From an optimization exercise on the open Yosys and OpenROAD flow, aimed at small area, a short achievable clock period and few clock cycles per item; shortcuts taken in it are not production practice. Function was not checked in any run shown here: the RTL went through the layout flow alone. Power and IR drop assume default switching activity.

### flow/config.mk
export PLATFORM = sky130hd
export DESIGN_NAME = tfv_frontend
export DESIGN_NICKNAME = tfv_frontend
export VERILOG_FILES = /design/flow/design.v
export SDC_FILE = /design/flow/constraint.sdc
export NUM_CORES = 4
export LEC_CHECK = 0
export CAP_MARGIN = 20
export CORE_MARGIN = 2
export CORE_UTILIZATION = 40
export SETUP_SLACK_MARGIN = 3.0
export SLEW_MARGIN = 20
### flow/constraint.sdc
create_clock -name core_clock -period 6.0 [get_ports {clk}]
set_input_delay 1.2000 -clock core_clock [delete_from_list [all_inputs] [get_ports {clk}]]
set_output_delay 1.2000 -clock core_clock [all_outputs]
set_load 0.01 [all_outputs]
### flow/design.v
module tfv_frontend (
    input              clk,
    input              rst,             
    input              start,           
    input              clear,           
    input      [7:0]   codec_sel,       
    input      [1:0]   transport_sel,   
    input      [31:0]  buf_len,         
    output             mem_req,
    output     [10:0]  mem_addr,
    input              mem_gnt,
    input      [7:0]   mem_rdata,
    output     [1:0]   state,           
    output     [3:0]   err_code,
    output     [7:0]   err_detail,
    output     [31:0]  err_offset,
    output     [63:0]  err_expected,
    output     [63:0]  err_actual,
    output     [15:0]  crc_result,
    output     [7:0]   rec_count,
    output     [31:0]  rec_size,
    output             dg_valid,
    output     [15:0]  dg_packet_id,
    output     [7:0]   dg_seq_id,
    output     [15:0]  dg_decl_len,
    output     [119:0] dev_id
);
    localparam [1:0] ST_IDLE = 2'd0, ST_BUSY = 2'd1, ST_OK = 2'd2, ST_ERR = 2'd3;
    localparam [3:0] E_INVALID_PARAM = 4'd1, E_TOO_SHORT = 4'd2, E_LENGTH = 4'd3,
                     E_PREAMBLE = 4'd4, E_CHECKSUM = 4'd5, E_MARKER = 4'd6,
                     E_DEVID_LEN = 4'd7, E_CODEC = 4'd8, E_REC_COUNT = 4'd9;
    localparam [2:0] K_NONE  = 3'd0,
                     K_LEN   = 3'd1,    
                     K_PRE   = 3'd2,    
                     K_CODEC = 3'd3,    
                     K_N1    = 3'd4,    
                     K_N2    = 3'd5,    
                     K_IDL   = 3'd6,    
                     K_LAST  = 3'd7;    
    reg [1:0]   st;
    reg         nerr;          
    reg         nok;           
    reg         ndg;           
    reg [7:0]   codec_r;
    reg [1:0]   tr_r;
    reg [11:0]  nx;            
    wire        dg = tr_r[0];
    reg         rq;
    reg [10:0]  ra;            
    reg         pre;           
    reg         dv;            
    reg [2:0]   dk;            
    reg         dc;            
    reg [143:0] srn;           
    wire [143:0] sr = ~srn;
    reg [15:0]  crc;
    reg [7:0]   n1;
    reg         cm;            
    reg         nm;            
    reg [10:0]  q;
    reg [7:0]   rm;
    reg [3:0]   dcnt;
    reg         dact;
    reg         ep;            
    reg         ep2;           
    reg         c1;            
    reg         ra11;          
    reg  [1:0]  kc;            
    reg         n2ne;          
    reg         tz;            
    reg         fin;           
    reg         cbad;          
    reg [3:0]   code;
    reg [1:0]   sub;           
    reg [1:0]   det;           
    function [15:0] crc8;
        input [15:0] c;
        input [7:0]  b;
        reg   [7:0]  t;
        reg          p;
        begin
            t    = c[7:0] ^ b;
            p    = ^t;
            crc8 = {8'h00, c[15:8]} ^ {2'b00, t, 6'd0} ^ {1'b0, t, 7'd0} ^ {p, p, 13'd0, p};
        end
    endfunction
    wire in_first_ok = transport_sel[0] ? (buf_len != 32'd0) : (buf_len > 32'd4);
    wire in_dg_pre   = (buf_len[11:0] >= 12'd26);
    wire p_codec_ok  = (codec_r == 8'h08) || (codec_r == 8'h8E) || (codec_r == 8'h10);
    wire p_n_big     = (sr[31:0] > 32'd2048);
    wire p_short     = dg ? (sr[31:1] == 31'd0) : (sr[31:3] == 29'd0);
    wire take_start  = (st != ST_BUSY) && start && !clear;
    wire take_clear  = (st != ST_BUSY) && clear;
    wire [10:0] ra_inc = ra + 11'd1;
    reg  [10:0] ra_nx;
    reg         rq_last;
    reg  [2:0]  rk;
    always @* begin
        ra_nx   = ra_inc;
        rq_last = 1'b0;
        rk      = K_NONE;
        if (!dg) begin
            if (ra == 11'd7) ra_nx = 11'd0;
            if (ra == 11'd3) ra_nx = 11'd8;
            rq_last = (ra == nx[10:0]);
            if (ra == 11'd7)      rk = K_LEN;
            else if (ra == 11'd3) rk = K_PRE;
            else if (ra == 11'd8) rk = K_CODEC;
            else if (ra == 11'd9) rk = K_N1;
            else if (rq_last)     rk = K_LAST;
        end else if (pre) begin
            if (ra == 11'd23)      begin ra_nx = 11'd24;             rk = K_CODEC; end
            else if (ra == 11'd24) begin ra_nx = nx[10:0] + 11'd1;   rk = K_N1; end
            else                   begin ra_nx = 11'd0;              rk = K_N2; end
        end else begin
            case (ra[4:0])
            5'd1: ra_nx = 11'd4;
            5'd4: ra_nx = 11'd6;
            5'd7: ra_nx = 11'd2;
            5'd3: ra_nx = 11'd5;
            5'd5: ra_nx = 11'd8;
            default: ;
            endcase
            rq_last = (ra == 11'd22) || (ra == 11'd1 && nx < 12'd21);
            if (ra == 11'd1)       rk = K_LEN;
            else if (ra == 11'd4)  rk = K_PRE;
            else if (ra == 11'd7)  rk = K_IDL;
            else if (ra == 11'd22) rk = K_LAST;
        end
    end
    wire take = rq && mem_gnt;
    wire        proc  = (st == ST_BUSY) && dv && !ep && !fin;
    wire [7:0]  rd    = mem_rdata;
    wire [31:0] low   = {sr[23:0], rd};
    wire [12:0] nm11  = {1'b0, nx} - 13'd11;
    wire        len_eq = dg ? (low[15:0] == {4'd0, nx})
                            : (!nm11[12] && low == {20'd0, nm11[11:0]});
    wire [8:0]  dsh   = {rm, q[10]};
    wire        dfit  = dsh >= {1'b0, n1};
    wire [8:0]  dsub  = dsh - {1'b0, n1};
    wire        plen_lt3 = dg ? (nx < 12'd24) : (nx < 12'd14);
    wire        cb_now   = !dg && !(tz && low[15:0] == crc);
    wire        n2_bad   = !dg && !cm && n2ne;
    wire        fe_cb    = fin ? cbad : cb_now;
    wire        fe_nm    = fin ? nm : (nm || n2_bad);
    reg         fe_ok;
    reg  [3:0]  fe_code;
    reg  [1:0]  fe_sub;
    always @* begin
        fe_ok   = 1'b0;
        fe_code = 4'd0;
        fe_sub  = 2'd0;
        if (fe_cb) begin
            fe_code = E_CHECKSUM;
        end else if (plen_lt3) begin
            fe_code = E_TOO_SHORT; fe_sub = 2'd2;
        end else if (cm) begin
            fe_code = E_CODEC;
        end else if (fe_nm) begin
            fe_code = E_REC_COUNT;
        end else if (n1 == 8'd0) begin
            if (q != 11'd0) begin
                fe_code = E_REC_COUNT; fe_sub = 2'd1;
            end else
                fe_ok = 1'b1;
        end else if (rm != 8'd0) begin
            fe_code = E_REC_COUNT; fe_sub = 2'd2;
        end else
            fe_ok = 1'b1;
    end
    wire [10:0] pbase = dg ? 11'd23 : 11'd8;
    reg  [11:0] nk;
    always @* begin
        case (kc)
        2'd0:    nk = 12'h001;    
        2'd1:    nk = 12'h002;    
        2'd2:    nk = 12'hFFD;    
        default: nk = 12'hFFC;    
        endcase
    end
    wire [11:0] nadd  = nx + nk;
    wire [11:0] nr    = {ra11, ra};    
    wire [1:0]  plen2 = dg ? nx[1:0] - 2'd1 : nx[1:0] + 2'd1;
    wire [32:0] lexp  = {1'b0, dg ? 16'd0 : sr[31:16], sr[15:0]} + (dg ? 33'd2 : 33'd12);
    reg [10:0] off;
    reg [32:0] exp_v;
    reg [31:0] act_v;
    always @* begin
        off   = 11'd0;
        exp_v = 33'd0;
        act_v = sr[31:0];
        case (code)
        E_INVALID_PARAM: begin
            exp_v = (sub == 2'd3) ? 33'd2048 : 33'd0;
            if (sub == 2'd1) act_v = {24'd0, codec_r};
            if (sub == 2'd2) act_v = {30'd0, tr_r};
        end
        E_TOO_SHORT: begin
            if (sub == 2'd2) begin
                off = pbase; exp_v = 33'd3; act_v = {30'd0, plen2};
            end else begin
                exp_v = (sub == 2'd1) ? 33'd23 : dg ? 33'd2 : 33'd8;
                act_v = {20'd0, nr};
            end
        end
        E_LENGTH: begin
            off = dg ? 11'd0 : 11'd4; exp_v = sr[64:32]; act_v = {20'd0, nr};
        end
        E_CHECKSUM: begin
            off = ra; exp_v = {17'd0, crc};
        end
        E_MARKER: begin
            off = 11'd4; exp_v = 33'd1; act_v = {24'd0, sr[7:0]};
        end
        E_DEVID_LEN: begin
            off = 11'd6; exp_v = 33'd15; act_v = {16'd0, sr[15:0]};
        end
        E_CODEC: begin
            off = pbase; exp_v = {25'd0, codec_r}; act_v = {24'd0, rm};
        end
        E_REC_COUNT: begin
            if (sub == 2'd0) begin
                off = ra; exp_v = {25'd0, n1}; act_v = {24'd0, rm};
            end else begin
                off = pbase + 11'd2;
                act_v = (sub == 2'd1) ? {21'd0, q} : {24'd0, rm};
            end
        end
        default: ;
        endcase
    end
    always @(posedge clk) begin
        dv <= take;
        if (take) begin
            ra <= ra_nx;
            dk <= rk;
            dc <= !dg && (ra >= 11'd11) && !rq_last;
            if (dg && pre && ra != 11'd23 && ra != 11'd24)
                pre <= 1'b0;
            if (rq_last)
                rq <= 1'b0;
        end
        if (dact && st == ST_BUSY) begin
            rm   <= dfit ? dsub[7:0] : dsh[7:0];
            q    <= {q[9:0], dfit};
            dcnt <= dcnt - 4'd1;
            if (dcnt == 4'd0)
                dact <= 1'b0;
        end
        if (rst) begin
            st   <= ST_IDLE;
            nerr <= 1'b1;
            nok  <= 1'b1;
            ndg  <= 1'b1;
            rq   <= 1'b0;
            ra   <= 11'd0;
            code <= 4'd0;
            det  <= 2'd0;
            crc  <= 16'd0;
        end else if (st != ST_BUSY) begin
            if (take_clear) begin
                st   <= ST_IDLE;
                nerr <= 1'b1;
                nok  <= 1'b1;
                ndg  <= 1'b1;
                ra   <= 11'd0;
                code <= 4'd0;
                det  <= 2'd0;
                crc  <= 16'd0;
            end else if (take_start) begin
                st      <= ST_BUSY;
                nerr    <= 1'b1;
                nok     <= 1'b1;
                ndg     <= 1'b1;
                codec_r <= codec_sel;
                tr_r    <= transport_sel;
                nx      <= buf_len[11:0] - (transport_sel[0] ? 12'd2 : 12'd1);
                srn[31:0] <= ~buf_len;    
                crc     <= 16'd0;
                cm      <= 1'b0;
                nm      <= 1'b0;
                fin     <= 1'b0;
                dact    <= 1'b0;
                q       <= buf_len[10:0] - (transport_sel[0] ? 11'd26 : 11'd15);
                ep      <= 1'b0;
                ep2     <= 1'b0;
                c1      <= 1'b1;
                kc      <= {1'b0, transport_sel[0]};
                rq      <= in_first_ok;
                code    <= 4'd0;
                sub     <= 2'd0;
                det     <= 2'd0;
                if (!transport_sel[0]) begin
                    ra <= 11'd4; pre <= 1'b0;
                end else if (in_dg_pre) begin
                    ra <= 11'd23; pre <= 1'b1;
                end else begin
                    ra <= 11'd0; pre <= 1'b0;
                end
            end
        end else begin
            c1 <= 1'b0;
            if (c1) begin
                if (!p_codec_ok) begin
                    code <= E_INVALID_PARAM; sub <= 2'd1; det <= 2'd1;
                end else if (tr_r[1]) begin
                    code <= E_INVALID_PARAM; sub <= 2'd2; det <= 2'd2;
                end else if (p_n_big) begin
                    code <= E_INVALID_PARAM; sub <= 2'd3; det <= 2'd3;
                end else if (p_short) begin
                    code <= E_TOO_SHORT;
                end
                if (!p_codec_ok || tr_r[1] || p_n_big || p_short) begin
                    ep <= 1'b1; rq <= 1'b0;
                end
            end
            if (ep2) begin
                st        <= ST_ERR;
                nerr      <= 1'b0;
                ra        <= off;
                srn[64:0] <= ~{exp_v, act_v};
            end else if (ep) begin
                ep2        <= 1'b1;
                ra         <= nadd[10:0];
                ra11       <= nadd[11];
                srn[64:32] <= ~lexp;
            end else if (fin) begin
                if (!dact) begin
                    if (fe_ok) begin
                        st <= ST_OK; nok <= 1'b0; ndg <= !dg; ra <= 11'd0;
                    end else begin
                        ep <= 1'b1;
                    end
                    code <= fe_code;
                    sub  <= fe_sub;
                    if (fe_code == E_CHECKSUM)
                        kc <= 2'd2;
                    else if (fe_code == E_REC_COUNT && fe_sub == 2'd0)
                        kc <= dg ? 2'd0 : 2'd3;
                end
            end else if (proc) begin
                srn <= {srn[135:0], ~rd};
                n2ne <= (sr[23:16] != n1);
                tz   <= (sr[15:0] == 16'd0);
                if (dc)
                    crc <= crc8(crc, sr[23:16]);
                case (dk)
                K_LEN: begin
                    if (!len_eq) begin
                        code <= E_LENGTH; ep <= 1'b1; rq <= 1'b0;
                    end else if (dg && nx < 12'd21) begin
                        code <= E_TOO_SHORT; sub <= 2'd1; ep <= 1'b1; rq <= 1'b0;
                    end
                end
                K_PRE: begin
                    if (dg ? (rd != 8'd1) : (low != 32'd0)) begin
                        code <= dg ? E_MARKER : E_PREAMBLE; ep <= 1'b1; rq <= 1'b0;
                    end
                end
                K_IDL: begin
                    if (low[15:0] != 16'd15) begin
                        code <= E_DEVID_LEN; ep <= 1'b1; rq <= 1'b0;
                    end
                end
                K_CODEC: begin
                    if (rd != codec_r) begin
                        cm <= 1'b1; rm <= rd;
                    end
                end
                K_N1: begin
                    n1 <= rd;
                    if (rd != 8'd0 && !cm) begin
                        dact <= 1'b1; rm <= 8'd0; dcnt <= 4'd10;
                    end
                end
                K_N2: begin
                    if (!cm && rd != n1) begin
                        nm <= 1'b1; rm <= rd; dact <= 1'b0;
                    end
                end
                K_LAST: begin
                    cbad <= cb_now;
                    if (n2_bad) begin
                        nm <= 1'b1; rm <= sr[31:24]; dact <= 1'b0;
                    end
                    if (dact && !n2_bad) begin
                        fin <= 1'b1;
                    end else begin
                        if (fe_ok) begin
                            st <= ST_OK; nok <= 1'b0; ndg <= !dg; ra <= 11'd0;
                        end else begin
                            ep <= 1'b1;
                        end
                        code <= fe_code;
                        sub  <= fe_sub;
                        if (fe_code == E_CHECKSUM)
                        kc <= 2'd2;
                    else if (fe_code == E_REC_COUNT && fe_sub == 2'd0)
                        kc <= dg ? 2'd0 : 2'd3;
                    end
                end
                default: ;
                endcase
            end
        end
    end
    assign mem_req      = rq;
    assign mem_addr     = ra;
    assign state        = st;
    assign err_code     = code;
    assign err_detail   = {6'd0, det};
    assign err_offset   = {21'd0, ra};
    assign err_expected = {31'd0, !nerr ? sr[64:32] : 33'd0};
    assign err_actual   = {32'd0, !nerr ? sr[31:0] : 32'd0};
    assign crc_result   = crc;
    assign rec_count    = !nok ? n1 : 8'd0;
    assign rec_size     = !nok ? {21'd0, q} : 32'd0;
    assign dg_valid     = !ndg;
    assign dg_packet_id = !ndg ? sr[143:128] : 16'd0;
    assign dg_seq_id    = !ndg ? sr[127:120] : 8'd0;
    assign dg_decl_len  = !ndg ? {5'd0, nx[10:0]} : 16'd0;
    assign dev_id       = !ndg ? sr[119:0] : 120'd0;
endmodule
### flow/flow/run.sh
#!/bin/bash
export BUFFER_PORTS_ARGS="-buffer_cell sky130_fd_sc_hd__buf_1"
bash standard.sh > standard.log 2>&1
### flow/standard.sh
#!/bin/bash
# synth_recipe.tcl (not shown) runs the flow's synth.tcl, then flattens the netlist and writes it again
# the make line also repeats each setting of config.mk as NAME=value (left out here)
make -C /OpenROAD-flow-scripts/flow DESIGN_CONFIG=/design/flow/config.mk WORK_HOME=/design/flow/orfs CLKGATE_MAP_FILE= SYNTH_SCRIPT=/design/flow/synth_recipe.tcl "${@:-finish}"
==> out/summary.md, run 1 <==
The total number of vias is 18.5k, and the via-per-instance ratio is 6.01. DRC violation total after the first TritonRoute iteration: 2,403. The top metal layer carrying routed signals was met4. The cell class contributing the biggest share of worst-path delay was simple AND/OR/NAND/NOR gates. TritonCTS built the clock tree. The worst pin sits at a relative slew slack of 36.9%. For this design the static power due to leakage is 7.54 nW.

STA classifies the critical path startpoint as a flip-flop. In this run the number of cells on the critical path is 8. The congestion estimate from routability-driven global placement came to 0.988. On the final layout, the worst hold slack is 0.450 ns. In this run, synthesis inferred 192 flip-flops with an integrated enable. The maximum single-stage delay on the critical path came out at 0.77 ns. For the wire length the detailed router placed on met1, the log shows 31,100 um. The number of nets at the end of the flow is 2,543.

The detailed route wirelength on metal2 was 34,700 um; the latest clock arrival within the worst-skew pair was 0.61 ns. The final global-route overflow total is 0, and the worst clock skew is 0.0259 ns. After clock tree synthesis, the flow added hold-fix buffers numbering 0. Number of hold violations in the final report: 0. The endpoint of the worst-slack reg-to-reg timing path is ep. In the final routed layout, each cell accounts on average for 25.2 um. Counting stages on the worst path, the most repeated cell is nand4_1. The number of global-route vias before repair was 16.5k.

The critical path's slowest cell is edfxtp_1. Cells fill 47.0% of the core in the end. Dividing total power by cell area gives a power density of 220 mW/mm^2.

The tree is rooted in a clkbuf_16. Setup slack on the critical path of the routed design comes to 2.93 ns. The most used flip-flop cell after synthesis is edfxtp_1.

Final worst-path cycle share: 51.2%. Class of the tightest hold or removal check: reg -> reg. Time the final worst path needs with I/O delays and setup: 3.07 ns. The worst path arrival time was 3.41 ns; the initial core utilization was 40.4%. The initial antenna violation count was 0. The tree built by TritonCTS fans out to 257 sinks. The part of the Yosys area used for sequential elements came out at 38.6%. In the routed design, unresolved DRC markers number 0.

The number of antenna repair diodes is 0. In the post-synthesis netlist, the biggest area contributors are edfxtp_1 32%, nor2_1 8.1%, dfxtp_1 7.1%. At the worst endpoint, the required time is 6.34 ns. Detailed routing placed a total of 7740 um of wire on met3. Maximum fanout along the worst path: 12. The critical path capture point type is a flip-flop.

After technology mapping, the gate count stands at 2,154. The run finished with no timing, DRC or antenna violations. The proportion of synthesized flip-flops having asynchronous set or reset came out at 0%.

The tools report the count of cell types in the netlist as 86. The average size of a mapped cell works out to 8.50 um^2. Walking the worst path, the cells encountered are nand4_1 -> nor4_2 -> nand4_1 -> o41ai_4 -> buf_4 -> a21oi_1 -> o21ai_1 -> a21boi_1.

The pre-antenna-repair detailed-routing pass consisted of 6 iterations. From bottom edge to top edge, the die measures 218 um. The end point of the critical path was ep. The total buffers and inverters traversed by the critical path is 1, and the overall die area is 0.0475 mm^2.

The number of buffers inserted by port buffering is 341, and the placement row count is 78. The highest attainable clock frequency was 326 MHz. The hold-critical path depth is 0, and the slack of the worst reg-to-reg path is 2.93 ns. For the depth of the CTS H-tree, the log shows 1. VDD sags by at most 0.214 mV.

The critical path class is reg -> reg. For this run, the total global-route usage over all layers was measured as 31.1%. The wire-length estimate of the detail-placed layout is 54,200 um. In this run the cell area of the synthesized design comes to 0.0183 mm^2. Setup repair after global routing could not meet its margin everywhere.

Counting cells, the worst reg-to-reg path comes to 8. In the final layout, the share of cells above drive strength 1 is 9.64%. OpenSTA, run right after detailed placement, puts the worst setup slack at 2.04 ns. The area growth from synthesis to layout is 16.4%. The number of buffers added by the clock tree synthesis step is 31, and the total wirelength of the detailed-routed design is 77,400 um.

The logs give 1 for the warning count from the yosys run and 458 for the number of placed I/O pins. The run gives 0 as the final number of max-transition violations. The tools report the pin count of the biggest net entering global routing as 85. edfxtp_1 takes more of the synthesized area than any other cell.

The area share of the leading cell type in the synthesized netlist was 31.5%; the number of synthesized register bits was 257. The die is 218 um wide. The detail route stage leaves a number of antenna-violating nets equal to 0. After clock tree synthesis, the clock-pin slew on the worst setup and hold paths is 0.06 ns. The maximum buffer depth of the clock tree was 3. Across the run, the number of max-cap violations was 0.

Summed over all failing endpoints, the final setup total negative slack is 0 ns. Setup violations remaining at the end of the flow were counted as 0. The area of the placeable core was 0.0453 mm^2; the transition time at the pin with the least slew margin was 0.940 ns.

For the first-pass GRT wire length, the log shows 110,000 um.
Yosys cell counts, types with 31 or more instances:
cell type,count
a21oi_1,113
buf_4,128
clkbuf_1,141
dfxtp_1,65
edfxtp_1,192
ha_1,39
inv_1,55
nand2_1,116
nand3_1,47
nor2_1,393
nor3_1,52
nor4_1,31
o21ai_0,101
xnor2_1,84
xor2_1,82
cell usage in the layout, fill, tap and decap left out, types with 22 or more instances in the layout:
| cell type | count |
|---|---|
| nor2_1 | 390 |
| buf_1 | 331 |
| edfxtp_1 | 192 |
| conb_1 | 116 |
| nand2_1 | 114 |
| a21oi_1 | 108 |
| o21ai_0 | 99 |
| buf_4 | 89 |
| xnor2_1 | 84 |
| xor2_1 | 82 |
| dfxtp_1 | 60 |
| inv_1 | 51 |
| nor3_1 | 49 |
| nand3_1 | 46 |
| ha_1 | 36 |
| clkbuf_16 | 32 |
| o211ai_1 | 30 |
| o221ai_1 | 30 |
| nand3b_1 | 28 |
| nor2b_1 | 28 |
| nor4_1 | 28 |
| or3_1 | 27 |
| mux2i_1 | 25 |
| nand4_1 | 22 |
kinds of logic after synthesis:
| group | share of synthesized area (%) |
|---|---|
| simple gates | 21.2 |
| fa+ha+maj | 3.10 |
| flops | 38.6 |
| buf+inv | 10.2 |
| other cells | 0.0205 |
| xor+xnor | 7.94 |
| mux | 1.49 |
| compound gates | 17.4 |
worst min path at each step:
| stage | to | slack (ns) | start |
|---|---|---|---|
| floorplan | srn[100] | 0.43 | srn[92] |
| detailed placement | srn[129] | 0.43 | srn[121] |
| CTS | srn[76] | 0.45 | srn[68] |
| finish | srn[76] | 0.45 | srn[68] |
| global route | srn[112] | 0.46 | srn[104] |
| global placement | srn[77] | 0.43 | srn[69] |
metal layers:
metal,up-vias,GRT usage [%]
li1,8075,-
met1,8919,41.9
met2,1234,48.4
met3,226,5.61
met4,0,14.6
met5,-,0
per-stage QoR:
step	power [mW]	cells	cell area, um^2
detailed placement	2.84	2938	19400
global route	4.85	3070	21300
finish	4.70	3070	21300
global placement	2.82	2938	19400
CTS	4.68	3047	21000
floorplan	2.65	2269	18900
worst reg2reg max path: stages (launching register included):
cell      delay (ns)
edfxtp_1        0.77
nand4_1         0.33
nor4_2          0.58
nand4_1         0.25
o41ai_4         0.38
buf_4           0.19
a21oi_1         0.09
o21ai_1         0.13
a21boi_1        0.08
power breakdown:
part           switching, mW  internal, mW
registers              0.144          1.98
logic                  0.479         0.272
clock network          0.802          1.02
repair_timing:
action | CTS | global route
gates cloned | 3 | 0
gates resized for setup | 41 | 30
setup endpoints to repair | 292 | 109
pin swaps | 0 | 2
buffers inserted | 48 | 23
layout make-up:
cell class	count	area [um^2]
clock buffer	42	868
clock inverter	16	105
fill	4542	24000
inverter	59	240
multi-input combinational	1655	10100
sequential	257	7080
tap	600	751
timing repair buffer	440	2130
timing repair inverter	1	5.00
==> inputs of run 2 (changes only) <==
--- a/flow/design.v
+++ b/flow/design.v
@@ -231,10 +231,10 @@
     end
     always @(posedge clk) begin
         dv <= take;
+        dk <= rk;
+        dc <= !dg && (ra >= 11'd11) && !rq_last;
         if (take) begin
             ra <= ra_nx;
-            dk <= rk;
-            dc <= !dg && (ra >= 11'd11) && !rq_last;
             if (dg && pre && ra != 11'd23 && ra != 11'd24)
                 pre <= 1'b0;
             if (rq_last)
@@ -253,7 +253,6 @@
             nok  <= 1'b1;
             ndg  <= 1'b1;
             rq   <= 1'b0;
-            ra   <= 11'd0;
             code <= 4'd0;
             det  <= 2'd0;
             crc  <= 16'd0;
@@ -263,7 +262,6 @@
                 nerr <= 1'b1;
                 nok  <= 1'b1;
                 ndg  <= 1'b1;
-                ra   <= 11'd0;
                 code <= 4'd0;
                 det  <= 2'd0;
                 crc  <= 16'd0;
@@ -327,7 +325,7 @@
             end else if (fin) begin
                 if (!dact) begin
                     if (fe_ok) begin
-                        st <= ST_OK; nok <= 1'b0; ndg <= !dg; ra <= 11'd0;
+                        st <= ST_OK; nok <= 1'b0; ndg <= !dg;
                     end else begin
                         ep <= 1'b1;
                     end
@@ -387,7 +385,7 @@
                         fin <= 1'b1;
                     end else begin
                         if (fe_ok) begin
-                            st <= ST_OK; nok <= 1'b0; ndg <= !dg; ra <= 11'd0;
+                            st <= ST_OK; nok <= 1'b0; ndg <= !dg;
                         end else begin
                             ep <= 1'b1;
                         end
@@ -409,7 +407,7 @@
     assign state        = st;
     assign err_code     = code;
     assign err_detail   = {6'd0, det};
-    assign err_offset   = {21'd0, ra};
+    assign err_offset   = {21'd0, !nerr ? ra : 11'd0};
     assign err_expected = {31'd0, !nerr ? sr[64:32] : 33'd0};
     assign err_actual   = {32'd0, !nerr ? sr[31:0] : 32'd0};
     assign crc_result   = crc;
==> out/summary.md, run 2 <==
The clock passes through at most 3 buffers. The first detailed-routing pass ran for 7 iterations. Entering global routing, the biggest net connects 82 pins.

The number of nets at the end of the flow was 2,631; the gate count after technology mapping was 2,187. Max-cap violations in this run came to 0. Number of placed I/O pins: 458.

The worst max-slew margin expressed relative to the limit is 19.7%. Traced cell by cell, the critical path runs through buf_4 -> buf_4 -> nor2_1 -> buf_1. On the worst path, the slowest cell contributes a delay of 0.57 ns.

At the pin with the least slew margin, the transition time is 1.19 ns. The share of layout cells above drive strength 1 is 11.0%, and the residual DRC count is 0. In this run, CTS created clock tree buffers numbering 31. TritonCTS built the clock tree. The die is 219 um wide. The endpoint of the worst-slack reg-to-reg timing path is srn[63].

Yosys mapped the design onto 89 distinct sky130hd cell types. The path class of the tightest hold or removal check is reg -> reg. Among the stages of the critical path, the cell type that occurs most often is buf_4.

STA puts the critical path data required time at 4.80 ns. In this run the tool buffered the top-level ports with 341 buffer cells. The routed design has 79,300 um of wire. In this run the power density over the cells is 246 mW/mm^2. For the worst flop-to-flop path, the logic depth is 8. The tools report the overall routing resource usage as 31.2%. Routability-driven placement finished with a final weighted congestion of 0.977. The wire length per cell came out at 25.1 um.

Hold-critical path depth: 0. The critical path capture point type was an output pin. Along the worst path, the maximum fanout reaches 5. The final critical path takes up 50.1% of the cycle. The floorplan has 78 rows. IR analysis of the VDD net gives a maximum drop of 0.202 mV. The tools report the depth of the CTS H-tree as 1. The tools report the DRC violation total after the first TritonRoute iteration as 1,964. The dominant cell type by area after synthesis was edfxtp_1. The slack of the worst reg-to-reg path was 3.02 ns. The die height came out at 219 um. The final number of max-transition violations came out at 0.

The tools report the kind of launch point of the worst setup path as a flip-flop. For this run, asynchronously set or reset flops after synthesis account for 0%. The cell with the most instances after synthesis is nor2_1. The remaining antenna violation count after routing came out at 0. In this run the mean area of a mapped cell was 8.49 um^2.

The critical path is of the reg -> out type. Critical path's slowest cell: edfxtp_1. The cell sitting at the root of the clock tree is a clkbuf_16.

The floorplan step defined a die boundary enclosing 0.0482 mm^2. Worst path arrival time: 1.80 ns. The first-pass GRT wire length came out at 112,000 um. Setup violations remaining at the end of the flow were counted as 0. The area growth from synthesis to layout came out at 18.2%.

Sorting the synthesized cells by how often they occur yields 380 x nor2_1, 199 x edfxtp_1, 137 x clkbuf_1. Setup repair after global routing could not meet its margin everywhere. Most used flip-flop cell after synthesis: edfxtp_1. Summed over all cells, the static leakage comes to 7.66 nW. The number of antenna repair diodes is 0.

After clock tree synthesis, the clock-pin slew on the worst setup and hold paths is 0.06 ns. The time the final worst path needs with I/O delays and setup was 3.00 ns. In this run the standard cell core region covers 0.0456 mm^2. The startpoint identified for the worst hold timing path is srn[76]. Clock latency on the worst-skew pair, taken at its later pin, is 0.60 ns.

The number of hold buffers added after cts is 0, and the total negative slack is 0 ns. In the routed layout, each cell is associated on average with a via count of 5.98. The number of synthesized flops with an enable pin came out at 199. The path with the worst hold slack has its endpoint at srn[84]. Final global-route overflow total: 0. The number of global-route vias before repair is 16.8k, and the number of hold violations in the final report is 0. For the final design utilization, the log shows 48.2%. The initial antenna violation count is 2. The number of synthesized register bits works out to 257. The logs give 0.0223 ns for the worst clock skew and 0.450 ns for the worst slack on hold paths.

In the layout the commonest cells are 376 x nor2_1, 334 x buf_1, 199 x edfxtp_1, 129 x buf_4, 128 x nand2_1. Static timing analysis puts the maximum clock frequency at 333 MHz. The area share of the leading cell type in the synthesized netlist came out at 32.2%. The tools report the count of clock tree sinks as 257. The routed layout has 18.9k vias. For this run, the register share of the synthesized area comes to 38.4%.

The mapped netlist covers 0.0186 mm^2. Once detailed placement completed, the half-perimeter wirelength came to 54,400 um. The tools report the initial core utilization as 40.7%. After synthesis, the cell types taking the most area are edfxtp_1 32%, nor2_1 7.7%, dfxtp_1 6.3%. Most frequent standard cell in the layout excluding fill and tap cells: nor2_1. The run finished with no timing, DRC or antenna violations. The warning count from the yosys run came out at 1.
[run 2: cell count changes in the layout (fill, tap and decap cells not counted), moves of 13 or more]
cell,change
nor2_1,-14
nand3b_1,-17
o21ai_0,+27
a21oi_1,-18
a22oi_1,+21
or3_1,-13
nand2_1,+14
nand3_1,+22
o221ai_1,-28
buf_4,+40
[run 2: critical path: cells and delay by family, from the launching register on]
| family | cells | cell delay [ns] |
|---|---|---|
| flip-flops | 1 | 0.57 |
| buffers and inverters | 3 | 0.55 |
| AND/OR/NAND/NOR | 1 | 0.09 |
[run 2: where the power goes]
part | switching (mW) | leakage, nW | internal [mW]
registers | 0.243 | 2.29 | 2.04
logic | 0.783 | 4.90 | 0.498
clock network | 0.804 | 0.464 | 1.03
[run 2: timing repair]
item	in CTS	in global routing
buffers inserted	77	28
pin swaps	6	7
endpoints found under the hold margin	0	0
resized for setup	37	36
setup endpoints to repair	438	236
cloned	1	0
[run 2: worst max-delay path by stage]
| stage | end | startpoint | cells after the start |
|---|---|---|---|
| after global placement | rm[7] | mem_rdata[5] | 9 |
| after global routing | srn[63] | tr_r[0] | 11 |
| after floorplan | ep | mem_rdata[6] | 7 |
| final | dev_id[17] | flip-flop | 4 |
| after CTS | srn[63] | flip-flop | 8 |
| after detailed placement | rm[7] | mem_rdata[4] | 9 |
[run 2: cell type report]
type	instances	area, um^2
fill	4517	23600
sequential	257	7140
timing repair buffer	481	2460
multi-input combinational	1700	10400
clock inverter	22	175
tap	600	751
clock buffer	36	795
inverter	62	248
[run 2: cells by family after synthesis]
kind of cell / share of synthesized area (%)
AO/OA/AOI/OAI: 18.3
XOR/XNOR: 7.86
adder cells (fa/ha/maj): 3.06
buffers and inverters: 9.54
flip-flops: 38.4
multiplexers: 1.21
other: 0.0202
AND/OR/NAND/NOR: 21.6
[run 2: per-layer routing]
metal  vias to the layer above  global-route usage, %  part of all wire [%]
li1                       8329                      -                     -
met3                       249                   5.41                    10
met5                         -                      0                 0.016
met1                      9076                   41.5                    39
met4                         2                   14.6                   5.3
met2                      1240                   49.2                    45
[run 2: through the flow]
stage               worst slack, ns  cell area [um^2]  std cells  power, mW
floorplan                      2.75             19100       2302       3.06
global placement               2.11             19900       2994       3.40
detailed placement             2.00             19900       2994       3.41
CTS                            3.01             21600       3130       5.35
global route                   2.93             22000       3158       5.58
finish                         3.00             22000       3158       5.40
==> inputs of run 3 (changes only) <==
--- a/flow/config.mk
+++ b/flow/config.mk
@@ -8,5 +8,7 @@
 export CAP_MARGIN = 20
 export CORE_MARGIN = 2
 export CORE_UTILIZATION = 40
+export CTS_CLUSTER_DIAMETER = 150
+export CTS_CLUSTER_SIZE = 20
 export SETUP_SLACK_MARGIN = 3.0
 export SLEW_MARGIN = 20
==> out/summary.md, run 3 <==
The HPWL after detailed placement was 54,400 um; the die height was 219 um. The synthesized design contains 257 register bits. The wire length per cell works out to 25.2 um. The count of clock tree sinks was 257; the total area of multi-input combinational cells was 0.0104 mm^2. Hold repair after CTS inserted 0 buffers.

Setup slack closes at 2.95 ns. The floorplan die width is 219 um, and the first-pass detailed-route iteration total is 6. The number of global-route vias before repair was 16.6k; the worst max-slew margin expressed relative to the limit was 23.7%. Transition time at the pin with the least slew margin: 1.13 ns. The logs give 18.8k for the total number of vias and 16 for the number of buffers added by the clock tree synthesis step.

The library cells used most frequently in the layout, excluding fill and tap cells, are 376 x nor2_1, 334 x buf_1, 199 x edfxtp_1, 130 x buf_4, 128 x nand2_1. The run finished with no timing, DRC or antenna violations. The final number of max-transition violations came out at 0. Across the VDD grid, the largest voltage drop is 0.196 mV. The clock passes through at most 3 buffers.

Final setup violation count: 0. The remaining antenna violation count after routing is 0. Critical path class: reg -> reg.

The clock reaches the later pin of the worst-skew pair after 0.54 ns. Leaving out fill and tap cells, the most frequent cell in the layout is nor2_1. Dividing the final minimum period by the clock period gives 50.8%. For this run the aggregate overflow at the end of global routing stands at 0.

Of the synthesized area, sequential elements account for 38.4%. The initial utilization of the core area, before any placement, comes to 40.7%. After detailed routing, the number of remaining DRC violations is 0. The clock slew at the register clock pins of the worst setup and hold paths came out at 0.09 ns. Number of hold violations in the final report: 0.

The worst clock skew was 0.0287 ns. The average size of a mapped cell is 8.49 um^2. Buffers placed on the I/O ports in this run total 341. The proportion of synthesized flip-flops having asynchronous set or reset works out to 0%. The tools report the total negative slack as 0 ns.

TritonCTS built the clock tree. The tool flagged a number of max-cap violations equal to 0. The warning count from the yosys run came out at 1. STA classifies the critical path endpoint as a flip-flop.

458 I/O pins were placed. The kind of launch point of the worst setup path was a flip-flop. The worst path arrival time was 3.33 ns; the area share of the leading cell type in the synthesized netlist was 32.2%. The pre-CTS setup slack was 2.00 ns. STA puts the critical path data required time at 6.28 ns. The dominant cell type by area after synthesis was edfxtp_1.

The placement row count was 78. After filler insertion, the fill cell instance count of the layout stands at 4,553. The share of layout cells above drive strength 1 is 10.4%, and the netlist area before placement is 0.0186 mm^2. The commonest cells after synthesis are 380 x nor2_1, 199 x edfxtp_1, 137 x clkbuf_1. The tree is rooted in a clkbuf_16. The total wirelength of the detailed-routed design came out at 78,900 um. Relative to the synthesized area, the layout overhead comes to 16.1%.

Sorting the synthesized cells by area gives the leading types as edfxtp_1 32%, nor2_1 7.7%, dfxtp_1 6.3%. Entering global routing, the biggest net connects 82 pins. Routability-driven placement finished with a final weighted congestion of 0.977. After the first detailed-routing iteration, the DRC count stood at 2,053. The power density over cell area works out to 220 mW/mm^2. In the global route stage, overall resource usage came out at 31.1%. The min-delay analysis places its worst path in the category reg -> reg. The region available for standard cell placement spans 0.0456 mm^2. Along the worst path, the maximum fanout reaches 4. The via-per-instance ratio was 6.00; the time the final worst path needs with I/O delays and setup was 3.05 ns. Static timing analysis puts the maximum clock frequency at 328 MHz.

The tools report the first-pass GRT wire length as 111,000 um. The initial antenna violation count is 1, and the depth of the CTS H-tree is 1. The number of synthesized flops with an enable pin works out to 199.

For the overall die area, the log shows 0.0482 mm^2. Setup repair after global routing could not meet its margin everywhere. The number of nets at the end of the flow was 2,620; the total area of sequential cells was 0.00714 mm^2. In the synthesized netlist the dominant register cell turns out to be edfxtp_1.

The cell with the most instances after synthesis is nor2_1. After technology mapping, the gate count stands at 2,187. In this run, distinct cell masters in the synthesized netlist total 89. Summed over all cells, the static leakage comes to 7.44 nW.
==> run 3: changes by cell type in the layout (fill, tap and decap cells not counted), moves of 3 or more <==
cell	delta
clkbuf_16	-14
clkinv_1	-9
buf_6	+4
clkbuf_1	+4
buf_2	-3
clkinv_4	-3
==> run 3: path summary, 6_finish.rpt <==
path                                start  endpoint  slack [ns]  cells past startpoint
worst min-delay path              srn[68]   srn[76]        0.45                      0
worst min register to register    srn[68]   srn[76]        0.45                      0
worst max-delay path            flip-flop   srn[63]        2.95                      8
worst max register to register  flip-flop   srn[63]        2.95                      8
==> run 3: layer usage <==
layer  track usage (%)  wire [um]  vias to the layer above
met5                 0          0                        -
met4              12.6       3810                        0
met3              4.57       7420                      221
met2              49.9      35900                     1192
met1              41.9      31800                     9091
li1                  -          -                     8281
==> run 3: cells by family after synthesis <==
logic type               Yosys count  share of synthesized area, %
AO/OA/AOI/OAI                    511                          18.3
XOR/XNOR                         165                          7.86
adder cells (fa/ha/maj)           43                          3.06
buffers and inverters            345                          9.54
flip-flops                       257                          38.4
multiplexers                      22                          1.21
other                              1                        0.0202
AND/OR/NAND/NOR                  843                          21.6
==> run 3: final cells by class <==
cell class              instances  area share (%)
inverters                      62            1.17
repair buffers                485            11.7
multi-input cells            1700            48.4
well taps                     600            3.48
clock inverters                 1          0.0232
flip-flops and latches        257            33.2
clock buffers                  26            2.13
diodes                          1          0.0116
==> run 3: repair_timing <==
item	CTS	global route
gates cloned	1	0
pin swaps	6	24
setup endpoints to repair	397	245
gates resized for setup	34	55
buffers inserted	72	37
==> run 3: where the power goes <==
part           internal, mW  switching, mW  leakage (nW)
Combinational         0.503          0.780          4.92
Sequential             2.03          0.239          2.29
Clock                 0.531          0.643         0.224
==> run 3: worst max-delay path, cell delays in order (launching register included) <==
cell and delay, ns:
edfxtp_1 0.55, nor4_4 0.37, nand4bb_1 0.24, or3_4 0.40
or4_4 0.54, nor4_4 0.23, xnor2_1 0.14, a31oi_1 0.10
o22a_1 0.22
==> run 3: per-stage QoR <==
step	std cells	cell area (um^2)	utilization, %	total power, mW	hold slack (ns)
floorplan	2302	19100	-	3.06	0.427
CTS	3094	21000	46.2	4.68	0.455
detailed placement	2994	19900	43.6	3.41	0.434
finish	3132	21500	47.3	4.73	0.452
global placement	2994	19900	43.6	3.40	0.433
global route	3131	21500	47.3	4.91	0.462
==> inputs of run 4 (changes only) <==
--- a/flow/config.mk
+++ b/flow/config.mk
@@ -5,10 +5,11 @@
 export SDC_FILE = /design/flow/constraint.sdc
 export NUM_CORES = 4
 export LEC_CHECK = 0
+export ABC_AREA = 1
 export CAP_MARGIN = 20
 export CORE_MARGIN = 2
 export CORE_UTILIZATION = 40
 export CTS_CLUSTER_DIAMETER = 150
 export CTS_CLUSTER_SIZE = 20
-export SETUP_SLACK_MARGIN = 3.0
+export SETUP_SLACK_MARGIN = 3.15
 export SLEW_MARGIN = 20
==> out/summary.md, run 4 <==
Clock skew on the completed layout was measured at 0.0395 ns. The hold-critical path depth is 0. The initial utilization of the core area, before any placement, comes to 40.7%. Cell with the most instances after synthesis: nand2_1. The repair_antennas step left the layout with diodes totalling 0. After detailed routing, no signal wire sits above met4. The average size of a mapped cell came out at 7.26 um^2.

The critical path's slowest cell was edfxtp_1. The number of buffers added by the clock tree synthesis step is 16, and the time the final worst path needs with I/O delays and setup is 2.92 ns. In this run the count of I/O pins placed on the die edge is 458. Entering global routing, the biggest net connects 79 pins. Measured along the x axis, the die boundary spans 222 um. In the finished design, the share of the clock period the worst path needs comes to 48.6%. Setup slack on the critical path of the routed design comes to 3.08 ns.

The area growth from synthesis to layout is 18.8%, and the max-capacitance violation count is 0. The worst flop-to-flop path startpoint is tr_r[0]. Most frequent standard cell in the layout excluding fill and tap cells: nand2_1. Startpoint of the lowest-slack hold path: srn[125]. Among all flip-flop cells after synthesis, the most frequent one is edfxtp_1.

Overall power consumption after layout is estimated at 6.07 mW. The latest clock arrival within the worst-skew pair came out at 0.55 ns. For the wire length the detailed router placed on met1, the log shows 38,300 um. The highest attainable clock frequency was 343 MHz. The HPWL after detailed placement came out at 70,100 um.

The kind of cell with the highest combined delay along the critical path is buffers and inverters. The flow ran to the end and the layout has no timing, DRC or antenna violations. The total number of vias is 20.9k, and the number of synthesized register bits is 257. The proportion of synthesized flip-flops having asynchronous set or reset is 0%. The placement row count was 79; the number of buffers inserted by port buffering was 341. First element of the critical path: n1[2]. The number of hold buffers added after cts was 0; the remaining antenna violation count after routing was 0. After clock tree synthesis, the clock-pin slew on the worst setup and hold paths is 0.10 ns. STA puts the critical path data required time at 4.80 ns.

The first global-routing pass estimated 132,000 um of wire. The tools report the depth of the CTS H-tree as 1. Yosys attributes the largest share of cell area to edfxtp_1 31%, nand2_1 9.8%, nor2_1 9.3%. The tools report the gate count after technology mapping as 2,621. Counting every sink on the clock net gives 257. Summing all multi-input logic gate instances after layout gives 0.0102 mm^2. Walking the worst path, the cells encountered are clkinvlp_4 -> buf_4 -> nor2_1 -> buf_1. Warning count from the yosys run: 1.

IR analysis of the VDD net gives a maximum drop of 0.193 mV. After detailed routing, the met2 layer carries 41,600 um of wire. Leaving out fill and tap cells, the most frequent cells in the layout are 482 x nand2_1, 452 x nor2_1, 336 x buf_1, 239 x inv_1, 199 x edfxtp_1. In this run the tightest slew margin relative to its limit is 52.2%.

In this run the static leakage power is 9.08 nW. Yosys mapped the design onto 66 distinct sky130hd cell types. Together, buffers and inverters on the worst path number 3. The maximum single-stage delay on the critical path works out to 0.44 ns.

The synthesized design devotes to its leading area cell type 31.4% of total area. Along the worst path, the maximum fanout reaches 6. The run gives 2.17 ns as the pre-CTS setup slack. Ranked by instance count, the synthesized netlist is headed by 498 x nand2_1, 472 x nor2_1, 254 x inv_1.

Wire segments on met3 add up to 9710 um in the final route. Power spread over the standard cell area amounts to 269 mW/mm^2. For the total wirelength of the detailed-routed design, the log shows 94,700 um.

Setup repair after global routing could not meet its margin everywhere. The worst-case reg-to-reg path depth works out to 16. The maximum buffer depth of the clock tree was 3; the first-pass detailed-route iteration total was 5.

The share of the Yosys chip area taken by registers is 37.5%. The first routing iteration left 2,592 violations. The final number of max-transition violations was 0. The logs give 36.4% for the overall routing resource usage and 18.9k for the number of global-route vias before repair. The tools report the residual DRC count as 0.

The worst setup path is captured at an output pin. In this run the number of cells on the critical path is 4. The run gives 0.0190 mm^2 as the netlist area before placement. Clock tree synthesis selected as its root buffer the cell clkbuf_16. The worst hold path belongs to the class reg -> reg.

The final global-route overflow total is 0. After filler insertion, the fill cell instance count of the layout stands at 4,841. Of the cells placed in the final design, the portion with a size suffix greater than 1 is 11.7%.

Via-per-instance ratio: 5.73. The floorplan step set the die height to 222 um. The number of synthesized flops with an enable pin is 199. The tools report the kind of launch point of the worst setup path as a flip-flop. The net count of the finished layout is 3,134. After detailed routing, the average wire length per cell comes to 25.9 um.

By startpoint and endpoint, the worst setup path is classified as reg -> out. The tools report the number of hold violations in the final report as 0. Summed over all failing endpoints, the final setup total negative slack is 0 ns. The worst path arrival time came out at 1.72 ns. The initial antenna violation count came out at 1. For the pin with the worst max-slew slack, the measured transition is 0.711 ns. Overall die area: 0.0493 mm^2.

Final setup violation count: 0. TritonCTS built the clock tree. For the total area of sequential cells, the log shows 0.00715 mm^2.

Dominant cell type by area after synthesis: edfxtp_1. Routability-driven placement finished with a final weighted congestion of 1.05. The core region is 0.0468 mm^2.
-- run 4: logic make-up (layout without fill, tap and decap cells) --
family	Yosys count	after routing	synth area share (%)
DFF	257	257	37.5
and+or+nand+nor	1225	1225	27.0
adders and majority gates	43	43	2.99
AOI/OAI and AO/OA	471	472	14.7
buffers and inverters	521	830	13.1
xor gates and xnor gates	103	103	4.74
other	1	116	0.0197
-- run 4: layout make-up --
class / instances / area share, %
Multi-Input combinational cell: 1959 / 45.3
Tap cell: 607 / 3.36
Clock buffer: 27 / 2.05
Clock inverter: 1 / 0.0221
Timing Repair Buffer: 514 / 12.6
Sequential cell: 257 / 31.6
Timing Repair inverter: 2 / 0.0664
Inverter: 286 / 4.99
-- run 4: timing repair --
item / CTS / global route
gates cloned: 4 / 3
pin swaps: 11 / 13
endpoints found under the setup margin: 497 / 184
gates resized for setup: 64 / 74
setup buffers: 66 / 74
-- run 4: layer usage --
metal	track usage (%)	up-vias
met4	15.5	0
met5	0	-
met3	6.64	237
li1	-	9334
met2	57.2	1398
met1	49.2	9958
-- run 4: path summary, 6_finish.rpt --
path / slack (ns) / to
max: 3.08 / rec_count[2]
min: 0.46 / srn[133]
max reg2reg: 3.13 / srn[56]
min reg2reg: 0.46 / srn[133]
-- run 4: where the power goes --
group / switching (mW) / internal (mW)
clock: 0.682 / 0.535
sequential: 0.276 / 2.11
combinational: 1.69 / 0.778
-- run 4: stage by stage --
step | std cells | util [%] | area [um^2] | hold WS (ns)
6_report | 3653 | 48.3 | 22600 | 0.456
5_1_grt | 3653 | 48.3 | 22600 | 0.465
4_1_cts | 3576 | 46.4 | 21700 | 0.454
3_5_place_dp | 3478 | 43.6 | 20400 | 0.435
3_3_place_gp | 3478 | 43.6 | 20400 | 0.438
2_1_floorplan | 2736 | - | 19500 | 0.427
==> inputs of run 5 (changes only) <==
--- a/flow/design.v
+++ b/flow/design.v
@@ -68,6 +68,10 @@
     reg  [1:0]  kc;            
     reg         n2ne;          
     reg         tz;            
+    reg         pz;            
+    reg         plen;          
+    reg         pidl;          
+    reg         pcrc;          
     reg         fin;           
     reg         cbad;          
     reg [3:0]   code;
@@ -133,13 +137,12 @@
     wire [7:0]  rd    = mem_rdata;
     wire [31:0] low   = {sr[23:0], rd};
     wire [12:0] nm11  = {1'b0, nx} - 13'd11;
-    wire        len_eq = dg ? (low[15:0] == {4'd0, nx})
-                            : (!nm11[12] && low == {20'd0, nm11[11:0]});
+    wire        len_eq = plen && (rd == (dg ? nx[7:0] : nm11[7:0]));
     wire [8:0]  dsh   = {rm, q[10]};
     wire        dfit  = dsh >= {1'b0, n1};
     wire [8:0]  dsub  = dsh - {1'b0, n1};
     wire        plen_lt3 = dg ? (nx < 12'd24) : (nx < 12'd14);
-    wire        cb_now   = !dg && !(tz && low[15:0] == crc);
+    wire        cb_now   = !dg && !(tz && pcrc && rd == crc[7:0]);
     wire        n2_bad   = !dg && !cm && n2ne;
     wire        fe_cb    = fin ? cbad : cb_now;
     wire        fe_nm    = fin ? nm : (nm || n2_bad);
@@ -231,10 +234,10 @@
     end
     always @(posedge clk) begin
         dv <= take;
-        dk <= rk;
-        dc <= !dg && (ra >= 11'd11) && !rq_last;
         if (take) begin
             ra <= ra_nx;
+            dk <= rk;
+            dc <= !dg && (ra >= 11'd11) && !rq_last;
             if (dg && pre && ra != 11'd23 && ra != 11'd24)
                 pre <= 1'b0;
             if (rq_last)
@@ -253,6 +256,7 @@
             nok  <= 1'b1;
             ndg  <= 1'b1;
             rq   <= 1'b0;
+            ra   <= 11'd0;
             code <= 4'd0;
             det  <= 2'd0;
             crc  <= 16'd0;
@@ -262,6 +266,7 @@
                 nerr <= 1'b1;
                 nok  <= 1'b1;
                 ndg  <= 1'b1;
+                ra   <= 11'd0;
                 code <= 4'd0;
                 det  <= 2'd0;
                 crc  <= 16'd0;
@@ -325,7 +330,7 @@
             end else if (fin) begin
                 if (!dact) begin
                     if (fe_ok) begin
-                        st <= ST_OK; nok <= 1'b0; ndg <= !dg;
+                        st <= ST_OK; nok <= 1'b0; ndg <= !dg; ra <= 11'd0;
                     end else begin
                         ep <= 1'b1;
                     end
@@ -340,6 +345,11 @@
                 srn <= {srn[135:0], ~rd};
                 n2ne <= (sr[23:16] != n1);
                 tz   <= (sr[15:0] == 16'd0);
+                pz   <= ({sr[15:0], rd} == 24'd0);
+                plen <= dg ? (rd == {4'd0, nx[11:8]})
+                           : (!nm11[12] && {sr[15:0], rd} == {12'd0, nm11[11:8]});
+                pidl <= (rd == 8'd0);
+                pcrc <= (rd == (dc ? crc8(crc, sr[23:16]) >> 8 : crc >> 8));
                 if (dc)
                     crc <= crc8(crc, sr[23:16]);
                 case (dk)
@@ -351,12 +361,12 @@
                     end
                 end
                 K_PRE: begin
-                    if (dg ? (rd != 8'd1) : (low != 32'd0)) begin
+                    if (dg ? (rd != 8'd1) : !(pz && rd == 8'd0)) begin
                         code <= dg ? E_MARKER : E_PREAMBLE; ep <= 1'b1; rq <= 1'b0;
                     end
                 end
                 K_IDL: begin
-                    if (low[15:0] != 16'd15) begin
+                    if (!(pidl && rd == 8'd15)) begin
                         code <= E_DEVID_LEN; ep <= 1'b1; rq <= 1'b0;
                     end
                 end
@@ -385,7 +395,7 @@
                         fin <= 1'b1;
                     end else begin
                         if (fe_ok) begin
-                            st <= ST_OK; nok <= 1'b0; ndg <= !dg;
+                            st <= ST_OK; nok <= 1'b0; ndg <= !dg; ra <= 11'd0;
                         end else begin
                             ep <= 1'b1;
                         end
@@ -407,7 +417,7 @@
     assign state        = st;
     assign err_code     = code;
     assign err_detail   = {6'd0, det};
-    assign err_offset   = {21'd0, !nerr ? ra : 11'd0};
+    assign err_offset   = {21'd0, ra};
     assign err_expected = {31'd0, !nerr ? sr[64:32] : 33'd0};
     assign err_actual   = {32'd0, !nerr ? sr[31:0] : 32'd0};
     assign crc_result   = crc;
==> flow/config.mk (replaced) <==
export PLATFORM = sky130hd
export DESIGN_NAME = tfv_frontend
export DESIGN_NICKNAME = tfv_frontend
export VERILOG_FILES = /design/flow/design.v
export SDC_FILE = /design/flow/constraint.sdc
export NUM_CORES = 4
export LEC_CHECK = 0
export CAP_MARGIN = 20
export CORE_MARGIN = 2
export CORE_UTILIZATION = 40
export SETUP_SLACK_MARGIN = 3.0
export SLEW_MARGIN = 20
==> out/summary.md, run 5 <==
At the end of routability-driven placement, the weighted congestion stood at 0.996. The clock slew at the register clock pins of the worst setup and hold paths is 0.06 ns, and the initial core utilization is 40.2%. The flow ran to the end and the layout has no timing, DRC or antenna violations.

The number of cells on the worst reg-to-reg path is 8. In the post-synthesis netlist, the biggest area contributors are edfxtp_1 32%, nor2_1 7.9%, dfxtp_1 7.0%. Critical path class: reg -> reg. The worst register-to-register path ends at code[1].

In this run the clock root is driven by a clkbuf_16. For hold timing, the worst endpoint is srn[79]. The depth of the CTS H-tree is 1. Leaving out fill and tap cells, the most frequent cell in the layout is nor2_1.

The cell area that synthesis handed to floorplanning was 0.0186 mm^2. In this run the tightest slew margin relative to its limit is 28.8%. Max-cap violations in this run came to 0.

After synthesis, flip-flops and latches occupy 38.6% of the total area. In the finished design, the share of the clock period the worst path needs comes to 50.9%. The run gives 1 as the warning count from the yosys run. Cell with the most instances after synthesis: nor2_1. The logs give 5.04 mW for the total design power and 81 for the count of cell types in the netlist. In the routed design, unresolved DRC markers number 0.

The startpoint identified for the worst hold timing path is srn[71]. In the post-route analysis, the smallest setup slack over all paths is 2.95 ns. The number of global-route vias before repair is 16.4k, and the HPWL after detailed placement is 54,100 um. The initialized floorplan defines 79 standard-cell rows. For the pin with the worst max-slew slack, the measured transition is 1.06 ns. In the layout the commonest cells are 383 x nor2_1, 334 x buf_1, 196 x edfxtp_1, 150 x nand2_1, 116 x conb_1. For this run, the leading register cell type out of synthesis is edfxtp_1. TritonCTS built the clock tree. The highest attainable clock frequency is 328 MHz, and the leakage power is 7.83 nW. Kind of launch point of the worst setup path: a flip-flop. The clock passes through at most 3 buffers.

The die height was 220 um; the proportion of synthesized flip-flops having asynchronous set or reset was 0%. The class of the tightest hold or removal check is reg -> reg. Number of hold violations in the final report: 0. Counting every sink on the clock net gives 261. In this run the remaining antenna-violating nets after routing total 0. The tools report the DRC violation total after the first TritonRoute iteration as 2,466. For this run the aggregate overflow at the end of global routing stands at 0.

The hold-critical path depth was 0. IR analysis of the VDD net gives a maximum drop of 0.264 mV. Area growth from synthesis to layout: 18.2%. The via-per-instance ratio is 5.94.

The number of placed I/O pins is 458. Summed over all layers, the routed wires come to 77,200 um. The first global-routing pass estimated 109,000 um of wire. The floorplan die width is 220 um, and the number of buffers inserted by port buffering is 341. Entering global routing, the biggest net connects 86 pins.

The power density over cell area was 229 mW/mm^2. Dominant cell type by area after synthesis: edfxtp_1. In this run the worst path has a maximum fanout of 11.

The die covers 0.0482 mm^2. The final number of max-transition violations was 0. In the global route stage, overall resource usage came out at 30.2%. The average size of a mapped cell is 8.36 um^2, and the number of antenna repair diodes is 0.

The tools report the critical path capture point type as a flip-flop. The share of layout cells above drive strength 1 was 10.7%; the final setup violation count was 0. The detailed router placed 18.8k vias in this run. The run gives 0.0202 ns as the worst clock skew. Counting instances in the post-synthesis netlist gives the leading cell types as 392 x nor2_1, 196 x edfxtp_1, 153 x nand2_1.

Adding up every negative setup slack in the final design gives 0 ns. For the number of buffers added by the clock tree synthesis step, the log shows 30. The wire length per cell was 24.4 um; the slack of the worst reg-to-reg path was 2.95 ns. The time the final worst path needs with I/O delays and setup works out to 3.05 ns. The logs give 0 for the initial antenna violation count and 0 for the number of hold buffers added after cts.

The region available for standard cell placement spans 0.0463 mm^2. The synthesized design contains 196 enable-type register cells. The logs give 4,505 for the total of fill cells in the finished design and 47.5% for the final design utilization.

In this run, placement finished with an instance count of 3,013. Setup repair after global routing could not meet its margin everywhere. The worst path arrival time was 3.57 ns. For this run, the number of standard cells in the final layout without fillers is 3,169. Summed over its instances, the top area cell type makes up 31.6% of the synthesized netlist area. The first-pass detailed-route iteration total was 8; the pre-CTS setup slack was 1.93 ns.

The final layout contains 2,637 nets. Counting flops and latches in the post-synthesis netlist gives 261. The latest clock arrival within the worst-skew pair is 0.61 ns. The gate count after technology mapping is 2,225.

STA puts the critical path data required time at 6.52 ns.
==> run 5: kinds of logic (layout without fill, tap and decap cells) <==
family / Yosys count / in the layout / share of synthesized area (%)
compound gates: 489 / 490 / 17.5
xor+xnor: 163 / 163 / 7.68
fa+ha+maj: 43 / 43 / 3.05
buf+inv: 366 / 587 / 10.1
flops: 261 / 261 / 38.6
mux: 23 / 23 / 1.26
other cells: 1 / 116 / 0.0202
simple gates: 879 / 879 / 21.8
==> run 5: how the worst max path moves through the flow <==
stage                       startpoint  endpoint  cells after the start
after floorplan           mem_rdata[2]     ra[5]                     10
after global placement    mem_rdata[3]     ra[5]                      9
after detailed placement  mem_rdata[3]     ra[5]                      9
after CTS                        ra[7]     ra[5]                      8
after global routing             st[1]     ra[5]                     10
final                        flip-flop   code[1]                      8
==> run 5: critical path, stage by stage, from the launching register on <==
cell and delay [ns]:
edfxtp_1 0.81, nand4_1 0.16, nor4_1 0.41, nand3b_1 0.29
o31a_1 0.48, a21oi_1 0.25, a21oi_1 0.08, a211o_1 0.31
a22oi_1 0.19
==> run 5: what timing repair did <==
item,in CTS,in global routing
setup buffers,36,62
endpoints found under the setup margin,332,74
cloned,1,1
pin swaps,4,2
gates resized for setup,39,38
==> run 5: metrics by stage <==
stage / instance area [um^2] / hold WS (ns)
after floorplan: 19200 / 0.427
after global placement: 19800 / 0.434
after detailed placement: 19800 / 0.433
after CTS: 21300 / 0.448
after global routing: 22000 / 0.450
final: 22000 / 0.445
==> run 5: power by group <==
group / internal, mW / switching [mW]
combinational: 0.371 / 0.555
clock: 1.11 / 0.817
sequential: 2.03 / 0.165
==> run 5: cell type report <==
class / instances / area, um^2 / share of cell area [%]
Multi-Input combinational cell: 1714 / 10300 / 46.9
Sequential cell: 261 / 7200 / 32.8
Timing Repair Buffer: 470 / 2450 / 11.1
Clock buffer: 44 / 918 / 4.18
Tap cell: 607 / 759 / 3.45
Inverter: 62 / 244 / 1.11
Clock inverter: 11 / 111 / 0.506
==> run 5: metal layers <==
layer / GRT usage, % / share of wire, %
met2: 47.2 / 46
met3: 5.13 / 9.5
met5: 0 / 0
met4: 12.7 / 4.3
met1: 41.2 / 41
==> inputs of run 6 (changes only) <==
--- a/flow/config.mk
+++ b/flow/config.mk
@@ -5,8 +5,11 @@
 export SDC_FILE = /design/flow/constraint.sdc
 export NUM_CORES = 4
 export LEC_CHECK = 0
+export ABC_AREA = 1
 export CAP_MARGIN = 20
 export CORE_MARGIN = 2
 export CORE_UTILIZATION = 40
-export SETUP_SLACK_MARGIN = 3.0
+export CTS_CLUSTER_DIAMETER = 150
+export CTS_CLUSTER_SIZE = 20
+export SETUP_SLACK_MARGIN = 3.25
 export SLEW_MARGIN = 20
==> out/summary.md, run 6 <==
Derived from the worst setup path, the maximum achievable clock frequency is 347 MHz. The first global-routing pass estimated 127,000 um of wire. The run gives 0 as the remaining antenna violation count after routing. STA classifies the critical path endpoint as an output pin. Sequential cells were found to cover 37.5% of the synthesized design area. For the final global-route overflow total, the log shows 0.

Setup repair after global routing could not meet its margin everywhere. At the later pin of the worst-skew pair, clock insertion delay measures 0.56 ns. The total number of vias came out at 21.0k. The number of buffers and inverters on the critical path is 3. Via-per-instance ratio: 5.75. The most frequent standard cell in the layout excluding fill and tap cells was nand2_1.

For the number of placed I/O pins, the log shows 458. The area of the placeable core is 0.0475 mm^2. The HPWL after detailed placement was 68,100 um; the power density over cell area was 228 mW/mm^2. For the initial core utilization, the log shows 40.3%. In this run the tightest slew margin relative to its limit is 46.9%. The die is 223 um tall.

The tools report the number of global-route vias before repair as 18.6k. The tree is rooted in a clkbuf_16. The signal on the critical path passes through clkbuf_16 -> buf_16 -> nor2_4 -> buf_6. The number of hold violations in the final report is 0, and the area share of the leading cell type in the synthesized netlist is 30.7%. After layout, the minimum clock period comes to 2.88 ns.

In this run the static leakage power is 9.66 nW. The internal power component is 3.36 mW, and the transition time at the pin with the least slew margin is 0.791 ns. The number of synthesized register bits came out at 261. The most critical setup path has its startpoint at ndg.

The area growth from synthesis to layout is 25.1%, and the maximum buffer depth of the clock tree is 3. The worst hold path belongs to the class reg -> reg. Across every metal layer, demand over resource in global routing totals 34.7%. The hold-critical path depth was 0. The depth of the CTS H-tree came out at 1. Counting flops with a built-in enable in the synthesized netlist gives 196. The die covers 0.0497 mm^2. After synthesis, the netlist uses 64 different library cells. Clock tree synthesis found a total of 261 sinks. Sorting the synthesized cells by area gives the leading types as edfxtp_1 31%, nand2_1 10%, nor2_1 8.7%.

The average size of a mapped cell came out at 7.24 um^2. The netlist area before placement is 0.0192 mm^2. The tool flagged a number of max-cap violations equal to 0. The placement row count came out at 80. The critical path class was reg -> out. In this run the most critical hold path is launched from srn[115]. Total of fill cells in the finished design: 4,631. In this design, the largest share of critical-path delay is due to buffers and inverters. The floorplan die width is 223 um. The worst IR drop on VDD was 0.192 mV.

The final number of max-transition violations was 0; the worst clock skew was 0.0412 ns. TritonCTS built the clock tree. The share of total power dissipated in combinational logic is 35.4%.

In the layout the commonest cells are 521 x nand2_1, 346 x nor2_1, 242 x buf_1, 216 x inv_1, 196 x edfxtp_1. After the first detailed-routing iteration, the DRC count stood at 2,662. Number of buffers inserted by port buffering: 341. Routability-driven placement finished with a final weighted congestion of 0.989.

The dominant cell type by area after synthesis was edfxtp_1. The initial antenna violation count was 4; the clock slew at the register clock pins of the worst setup and hold paths was 0.09 ns. The flow ran to the end and the layout has no timing, DRC or antenna violations. The first TritonRoute pass finished after 6 iterations. Entering global routing, the biggest net connects 66 pins.

Synthesis produced 2,648 cells. STA classifies the critical path startpoint as a flip-flop. The analysis attributes to net switching a power of 2.12 mW.

The critical path runs through a total of 4 cells. The residual DRC count was 0. The total wirelength of the detailed-routed design came out at 93,900 um. The maximum single-stage delay on the critical path works out to 0.52 ns.

For the worst setup path, the data arrival time is 1.68 ns. Setup violations remaining at the end of the flow were counted as 0. The logs give 41.7% for the sequential group share of total power and 3,124 for the number of nets at the end of the flow. Among all stages on the critical path, the largest delay is contributed by dfxtp_4. The number of antenna diodes in the final layout is 0. Ranked by instance count, the synthesized netlist is headed by 536 x nand2_1, 447 x nor2_1, 228 x inv_1. Switching share of total power: 38.7%.

For the worst flop-to-flop path, the logic depth is 14. In this run the worst path has a maximum fanout of 7. Counting the buffers created by CTS gives 17. The proportion of synthesized flip-flops having asynchronous set or reset was 0%. The most used flip-flop cell after synthesis is edfxtp_1. The share of layout cells above drive strength 1 came out at 16.9%. The run gives 1 as the warning count from the yosys run. For the final routed database, the setup TNS stands at 0 ns. Worst endpoint required time: 4.80 ns. The final critical path takes up 48.1% of the cycle. By instance count, the leading cell after synthesis is nand2_1.

Dividing the detail-routed wire length by the instance count gives 25.7 um. The logs give 22.9% for the part of the power in the clock network and 5.48 mW for the total design power.
==> run 6: cell count changes in the layout (fill, tap and decap cells not counted), moves of 34 or more <==
cell     change
nand2_1    +371
inv_1      +160
buf_1       -92
nor2_4      +74
buf_6       +67
xnor2_1     -67
o21ai_0     +48
nand3_1     +46
inv_2       +42
nor2_1      -37
nor2b_1     -35
o21ai_1     +34
==> run 6: cell families after synthesis <==
family / share of synthesized area [%]
other cells: 0.0196
compound gates: 14.4
fa+ha+maj: 2.96
buf+inv: 13.3
simple gates: 27.3
xor+xnor: 4.55
flops: 37.5
==> run 6: area by class of cell <==
type                       instances  area, um^2  share of cell area (%)
clock buffer                      28         467                    1.95
clock inverter                     2        28.8                   0.120
inverter                         279        1110                    4.61
multi-input combinational       1971       10800                    45.0
sequential                       261        7200                    30.0
tap                              615         769                    3.21
timing repair buffer             493        3610                    15.0
timing repair inverter             3        20.0                  0.0835
==> run 6: per-layer routing <==
metal  GRT usage (%)  vias to the layer above  wire length (um)
met5               0                        -                42
met3            6.64                      220              9310
met2            56.2                     1353             43300
met4            13.0                        6              4300
met1            46.0                    10054             37000
li1                -                     9362                 -
==> run 6: worst paths after layout <==
path	endpoint	slack, ns
worst max-delay path	dev_id[5]	3.12
worst min-delay path	srn[123]	0.45
worst max register to register	srn[59]	3.19
worst min register to register	srn[123]	0.45
==> run 6: repair_timing <==
action	in CTS	in global routing
pin swaps	4	85
buffers inserted	45	59
resized for setup	110	414
hold buffers	0	0
endpoints found under the setup margin	393	344
cloned	9	19
==> run 6: power groups by stage <==
stage          Sequential [mW]  Combinational (mW)  Clock, mW
3_3_place_gp              2.34                1.38          0
4_1_cts                   2.27                1.55       1.26
3_5_place_dp              2.34                1.39          0
6_report                  2.28                1.94       1.26
2_1_floorplan             2.20                1.07          0
5_1_grt                   2.29                2.08       1.32
==> run 6: per-stage QoR <==
stage	setup WS (ns)	std cells	util (%)	instance area (um^2)	hold slack, ns
finish	3.12	3652	50.4	24000	0.449
global route	3.05	3652	50.4	24000	0.461
CTS	3.10	3574	45.8	21800	0.457
detailed placement	2.18	3490	42.9	20400	0.435
global placement	2.25	3490	42.9	20400	0.432
floorplan	2.91	2763	-	19700	0.427

[separate check: timing with driven ports]
No port has a modelled driver above. Below, the same layouts with a new extraction and two added sets of constraints. Step 1 (the two cells are an assumption about what drives the block):
set clk [get_ports {clk}]
set_driving_cell -lib_cell sky130_fd_sc_hd__clkbuf_16 $clk
set_driving_cell -lib_cell sky130_fd_sc_hd__buf_2 [delete_from_list [all_inputs] $clk]
Step 2, shift: input delay + t, output delay - t, t = (earliest + latest rising clock arrival at the registers) / 2. This alone moves slack from input paths to output paths. a / b / c = ideal ports / drivers / drivers and shift; a / b = the first two.
| run | t (ns) | setup WS [ns] | worst setup path at the end | worst data-port slew with drivers (ns) |
|---|---|---|---|---|
| run 1 | 0.651 | 2.929 / 2.921 / 2.474 | input to register | 0.06 |
| run 2 | 0.647 | 2.996 / 2.936 / 2.433 | input to register | 0.06 |
| run 3 | 0.590 | 2.951 / 2.951 / 2.421 | input to register | 0.05 |
| run 4 | 0.597 | 3.084 / 3.022 / 2.624 | input to register | 0.09 |
| run 5 | 0.657 | 2.949 / 2.949 / 2.343 | input to register | 0.06 |
| run 6 | 0.598 | 3.116 / 3.057 / 2.757 | input to register | 0.12 |
After both steps every run listed still meets setup and hold. For run 5, which loses most, drivers alone change the setup slack by 0.000 ns; drivers and shift together by -0.606 ns.
